Source: an optimization exercise on an open RTL-to-GDS flow (aim: small area, a short achievable clock period and few clock cycles). Production flows keep margins and buffers that such runs may drop.
Where RTL was checked, it was by simulation tests only, not by an equivalence proof against the original.
Power is estimated from default activity; no workload was simulated.

==> flow/design.v (excerpt) <==
module interp_pair (
    input  wire        clk,
    input  wire        rst,
    input  wire        req_valid,
    output wire        req_ready,
    input  wire        req_unit,
    input  wire [4:0]  req_sel,
    input  wire [31:0] req_wdata,
    output reg         resp_valid,
    output reg  [31:0] resp_rdata
);
==> flow/config.mk <==
export PLATFORM = sky130hd
export DESIGN_NAME = interp_pair
export DESIGN_NICKNAME = interp_pair
export VERILOG_FILES = /design/flow/design.v
export SDC_FILE = /design/flow/constraint.sdc
export NUM_CORES = 4
export LEC_CHECK = 0
export CAP_MARGIN = 20
export CELL_PAD_IN_SITES_DETAIL_PLACEMENT = 1
export CELL_PAD_IN_SITES_GLOBAL_PLACEMENT = 2
export CORE_MARGIN = 2
export CORE_UTILIZATION = 30
export CTS_BUF_LIST = sky130_fd_sc_hd__clkbuf_8
export PLACE_DENSITY = 0.45
export SLEW_MARGIN = 20
export TNS_END_PERCENT = 30
==> flow/constraint.sdc <==
create_clock -name core_clock -period 16.0 [get_ports {clk}]
set_input_delay 3.2000 -clock core_clock [delete_from_list [all_inputs] [get_ports {clk}]]
set_output_delay 3.2000 -clock core_clock [all_outputs]
set_load 0.01 [all_outputs]
standard.sh (not shown) runs the stock make flow with config.mk's settings and CLKGATE_MAP_FILE= SYNTH_SCRIPT=/design/flow/synth_recipe.tcl, a recipe that flattens the netlist after the stock synthesis.
==> flow/flow/run.sh <==
#!/bin/bash
set -euo pipefail
MARGIN=${MARGIN:-8}
bash standard.sh SETUP_SLACK_MARGIN=$MARGIN finish > standard_make.log 2>&1
Edit:
Settings changed: CTS_BUF_LIST sky130_fd_sc_hd__clkbuf_8 to unset, TNS_END_PERCENT 30 to unset.
Effect: Die area is unchanged; sequential power is about the same; clock-buffer cell count fell by 39; power goes up by 2.7%; first-iteration DRC count shrinks by 2.3%; via count decreases by 0.47%; global-route usage decreases by 0.29 points; cell count fell by 1.2%; worst setup slack loses 0.019 ns; register-to-register slack loses 0.02 ns; maximum frequency barely changes.
No functional check of the RTL was part of any run of this note.

========
Another version of the RTL of interp_pair (not shown whole).
Size in the first run: about 75 I/O pins.
clock: 16.0 ns
lec_check: 0
cap_margin: 20
cell_pad_in_sites_detail_placement: 0
cell_pad_in_sites_global_placement: 1
core_margin: 2
core_utilization: 38
cts_buf_list: sky130_fd_sc_hd__clkbuf_8
place_density: 0.52
slew_margin: 20
tns_end_percent: 30
==> flow/flow/run.sh <==
#!/bin/bash
set -euo pipefail
MARGIN=${MARGIN:-8}
bash standard.sh SETUP_SLACK_MARGIN=$MARGIN REMOVE_ABC_BUFFERS=1 finish > standard_make.log 2>&1
Change:
--- a/flow/config.mk
+++ b/flow/config.mk
@@ -8,8 +8,8 @@
 export CAP_MARGIN = 20
-export CELL_PAD_IN_SITES_DETAIL_PLACEMENT = 0
-export CELL_PAD_IN_SITES_GLOBAL_PLACEMENT = 1
+export CELL_PAD_IN_SITES_DETAIL_PLACEMENT = 1
+export CELL_PAD_IN_SITES_GLOBAL_PLACEMENT = 2
 export CORE_MARGIN = 2
-export CORE_UTILIZATION = 38
+export CORE_UTILIZATION = 30
 export CTS_BUF_LIST = sky130_fd_sc_hd__clkbuf_8
-export PLACE_DENSITY = 0.52
+export PLACE_DENSITY = 0.45
 export SLEW_MARGIN = 20
Global-route usage is lower by 2.8 points. Power is higher by about 4%. Flip-flop and latch count does not change.
Function was not checked in any run of this note: the RTL went through the layout flow alone.

========
alpha:
Another version of the RTL of interp_pair (not shown whole).
For scale: ~590 flip-flops, ~0.052 sq mm of cells after synthesis.
export LEC_CHECK = 0
export CAP_MARGIN = 20
export CELL_PAD_IN_SITES_DETAIL_PLACEMENT = 1
export CELL_PAD_IN_SITES_GLOBAL_PLACEMENT = 2
export CORE_MARGIN = 2
export CORE_UTILIZATION = 55
export PLACE_DENSITY = 0.65
export SLEW_MARGIN = 20
create_clock -name core_clock -period 16.0 [get_ports {clk}]
==> flow/flow/run.sh <==
#!/bin/bash
set -euo pipefail
MARGIN=${MARGIN:-8}
bash standard.sh SETUP_SLACK_MARGIN=$MARGIN finish > standard_make.log 2>&1
alpha got as far as global placement without I/O (3_1_place_gp_skip_io), where a tool error ended the run.
Testbench counts of alpha, summed over its fixed seeds: cycles 24,023.
Edits applied to the flow inputs when going from alpha to beta:
- PLACE_DENSITY: 0.65 -> 0.45
- CORE_UTILIZATION: 55 -> 30
[summary]
beta finished end to end and its layout was clean on timing, DRC and antenna. The adder and majority cell fraction of the synthesized area was comparable across alpha and beta. As far as post-synthesis mux area share goes, beta and alpha are indistinguishable; the numbers are identical. From beta to alpha, share of synthesized registers carrying an async set or reset did not move at all. Reported for alpha and beta, distinct cell type count after synthesis turned out identical to the last digit. beta against alpha: initial core utilization now smaller, floorplan die width now larger, overall die height now larger. Mean area per synthesized cell: alpha vs beta — no meaningful difference. beta -> alpha: post-synthesis compound-gate area fraction delta 0, exact match. Cmp alpha and beta / number of cell rows / lower: alpha.

========
wip/sierra:
interp_pair, a different RTL version from the one above (not shown whole).
Size: ~5600 cells after synthesis.
==> flow/config.mk <==
export PLATFORM = sky130hd
export DESIGN_NAME = interp_pair
export DESIGN_NICKNAME = interp_pair
export VERILOG_FILES = /design/flow/design.v
export SDC_FILE = /design/flow/constraint.sdc
export NUM_CORES = 4
export LEC_CHECK = 0
export CAP_MARGIN = 20
export CELL_PAD_IN_SITES_DETAIL_PLACEMENT = 0
export CELL_PAD_IN_SITES_GLOBAL_PLACEMENT = 1
export CORE_MARGIN = 2
export CORE_UTILIZATION = 38
export CTS_BUF_LIST = sky130_fd_sc_hd__clkbuf_8
export PLACE_DENSITY = 0.52
export SLEW_MARGIN = 20
export TNS_END_PERCENT = 30
==> flow/constraint.sdc <==
create_clock -name core_clock -period 16.0 [get_ports {clk}]
set_input_delay 3.2000 -clock core_clock [delete_from_list [all_inputs] [get_ports {clk}]]
set_output_delay 3.2000 -clock core_clock [all_outputs]
set_load 0.01 [all_outputs]
==> flow/flow/run.sh <==
#!/bin/bash
set -euo pipefail
MARGIN=${MARGIN:-8}
bash standard.sh SETUP_SLACK_MARGIN=$MARGIN REMOVE_ABC_BUFFERS=1 finish > standard_make.log 2>&1
Testbench counts of wip/sierra, summed over its fixed seeds: cycles 24,023.
Edits applied to the flow inputs when going from wip/sierra to wip/umber:
-- flow/config.mk --
<<< wip/sierra, line 9
export CELL_PAD_IN_SITES_DETAIL_PLACEMENT = 0
export CELL_PAD_IN_SITES_GLOBAL_PLACEMENT = 1
>>> wip/umber, line 9
export CELL_PAD_IN_SITES_DETAIL_PLACEMENT = 1
export CELL_PAD_IN_SITES_GLOBAL_PLACEMENT = 2
<<< wip/sierra, line 12
export CORE_UTILIZATION = 38
>>> wip/umber, line 12
export CORE_UTILIZATION = 30
<<< wip/sierra, line 14
export PLACE_DENSITY = 0.52
>>> wip/umber, line 14
export PLACE_DENSITY = 0.45
## What came out
wip/sierra has lower proportion of final cell area spent on non-clock buffers than wip/umber.
Compared to wip/sierra, wip/umber has relative contribution of combinational cells to total power 1.1 points higher.
Against wip/sierra, global-route wire length before repair in wip/umber came out worse.
Cell area (lower): wip/sierra
The count of buffering cells on the critical path with inverters included in wip/umber sits 5 above the value recorded for wip/sierra.
In wip/umber the portion of the clock cycle consumed by the worst path in the final layout turned out 1.3 points lower than in wip/sierra.
The cell area after placement in wip/umber was higher than what wip/sierra gave.
Diff wip/umber and wip/sierra: final-stage net count lower in wip/sierra
For the final routed wire length divided by cell count, wip/umber came in 1.6 um higher than wip/sierra did.
wip/umber vs. wip/sierra: fmax rose by 0.0030 GHz; die area rose by about 26%.
--- input diff wip/umber..wip/onyx ---
==> flow/flow/run.sh <==
#!/bin/bash
set -euo pipefail
MARGIN=${MARGIN:-7.5}
bash standard.sh SETUP_SLACK_MARGIN=$MARGIN finish > standard_make.log 2>&1
[summary]
Per the comparison of wip/onyx with wip/umber, cell area fell by about 0.7%; global routing usage on met1 has increased; minimum hold slack decreased by 0.0057 ns relative to the old numbers; clock skew increased 0.0083 ns.
Input-level comparison between wip/cedar and wip/onyx:
-- flow/flow/run.sh --
<<< wip/onyx, line 3
MARGIN=${MARGIN:-7.5}
>>> wip/cedar, line 3
MARGIN=${MARGIN:-8}
-- flow/config.mk --
<<< wip/onyx, line 13
export CTS_BUF_LIST = sky130_fd_sc_hd__clkbuf_8
>>> wip/cedar, line 13
<<< wip/onyx, line 16
export TNS_END_PERCENT = 30
>>> wip/cedar, line 15
Results
- Relative to wip/onyx, share of the clock period used by the worst path after layout decreased by 2.2 points in wip/cedar.
- Of the two candidates, wip/onyx has the better wire length reported by the detailed router and wip/cedar the worse one.
- wip/onyx → wip/cedar: aggregate global-route resource usage did not really move; synthesis-to-finish area growth went up; routing usage on met2 went up; number of nets in the layout did not really move; wire length of the first global-routing pass went up.
- Non-clock buffer count of wip/cedar exceeds that of wip/onyx by more than 10%.
- wip/cedar vs wip/onyx: post-route standard cell area excluding fillers up in wip/cedar
- Compare wip/cedar and wip/onyx | clock skew lower: wip/cedar
- wip/cedar — combinational power about 2% higher, wip/onyx as reference

========
Setup of lane 5:
interp_pair, a different RTL version from the one above (not shown whole).
For scale: ~5,400 cells after synthesis, roughly 630 flip-flops, roughly 49,000 µm² of cells after synthesis.
export LEC_CHECK = 0
export CAP_MARGIN = 20
export CELL_PAD_IN_SITES_DETAIL_PLACEMENT = 0
export CELL_PAD_IN_SITES_GLOBAL_PLACEMENT = 1
export CORE_MARGIN = 2
export CORE_UTILIZATION = 42
export CTS_BUF_LIST = sky130_fd_sc_hd__clkbuf_8
export PLACE_DENSITY = 0.56
export SLEW_MARGIN = 20
export TNS_END_PERCENT = 30
create_clock -name core_clock -period 16.0 [get_ports {clk}]
==> flow/flow/run.sh <==
#!/bin/bash
set -euo pipefail
MARGIN=${MARGIN:-8}
bash standard.sh SETUP_SLACK_MARGIN=$MARGIN REMOVE_ABC_BUFFERS=1 finish > standard_make.log 2>&1
Lane 5: flow completed, timing, DRC and antenna clean
Testbench counts of lane 5, summed over its fixed seeds: cycles 24,023.
Edits applied to the flow inputs when going from lane 5 to lane 3:
-- flow/config.mk --
<<< lane 5, line 12
export CORE_UTILIZATION = 42
>>> lane 3, line 12
export CORE_UTILIZATION = 38
<<< lane 5, line 14
export PLACE_DENSITY = 0.56
>>> lane 3, line 14
export PLACE_DENSITY = 0.52
No stage failed in lane 3, and the final checks on the layout all came back clean.
On lane 3: vertical die dimension is 18 µm higher than what lane 5 gave.
Summary of lane 3 over lane 5: sequential cell area in the final layout stayed essentially flat; die area now sits higher; cell area rose 580 µm²; final period utilization down 0.38 points.
In the reports for lane 5 and lane 3, the smaller critical path depth in cells belongs to lane 3.
Lane 3 vs. lane 5: non-clock buffer count went up by about 7%, weighted congestion at the end of routability-driven global placement went down by 2.0%, utilization went down by 4.5 points, total power after layout was more or less identical, total wire length after detailed routing went up by 5.6%.

## afterwards: timing with drivers on the ports
Ports are ideal in the flow. The routed layouts listed here were re-timed in OpenROAD.
Step 1: set_driving_cell puts a clkbuf_16 on clk and a buf_2 on each other input, an assumption about the parent block.
Step 2 times the ports against the registers' clock, not the clock port: input delays grow and output delays shrink by t, the midpoint of the rising clock arrivals with the driver on.
a / b / c = ideal ports / drivers / drivers and shift; a / b = the first two.
run	t, ns	setup WS [ns]	worst setup path at the end	cell pins on the clock port's net
the first run of note 1	1.006	7.902 / 7.902 / 7.902	register to register	1
the second run of note 1	0.815	7.882 / 7.882 / 7.882	register to register	1
the first run of note 2	0.931	7.877 / 7.877 / 7.877	register to register	1
the second run of note 2	1.014	7.610 / 7.610 / 7.610	register to register	1
beta	0.814	7.826 / 7.826 / 7.826	register to register	1
wip/sierra	0.967	7.668 / 7.668 / 7.668	register to register	1
wip/umber	0.990	7.871 / 7.871 / 7.871	register to register	1
wip/onyx	1.006	7.523 / 7.523 / 7.523	register to register	1
wip/cedar	0.815	7.882 / 7.882 / 7.882	register to register	1
lane 5	0.900	7.804 / 7.804 / 7.804	register to register	1
lane 3	0.945	7.865 / 7.865 / 7.865	register to register	1
After both steps every run listed still meets setup and hold.
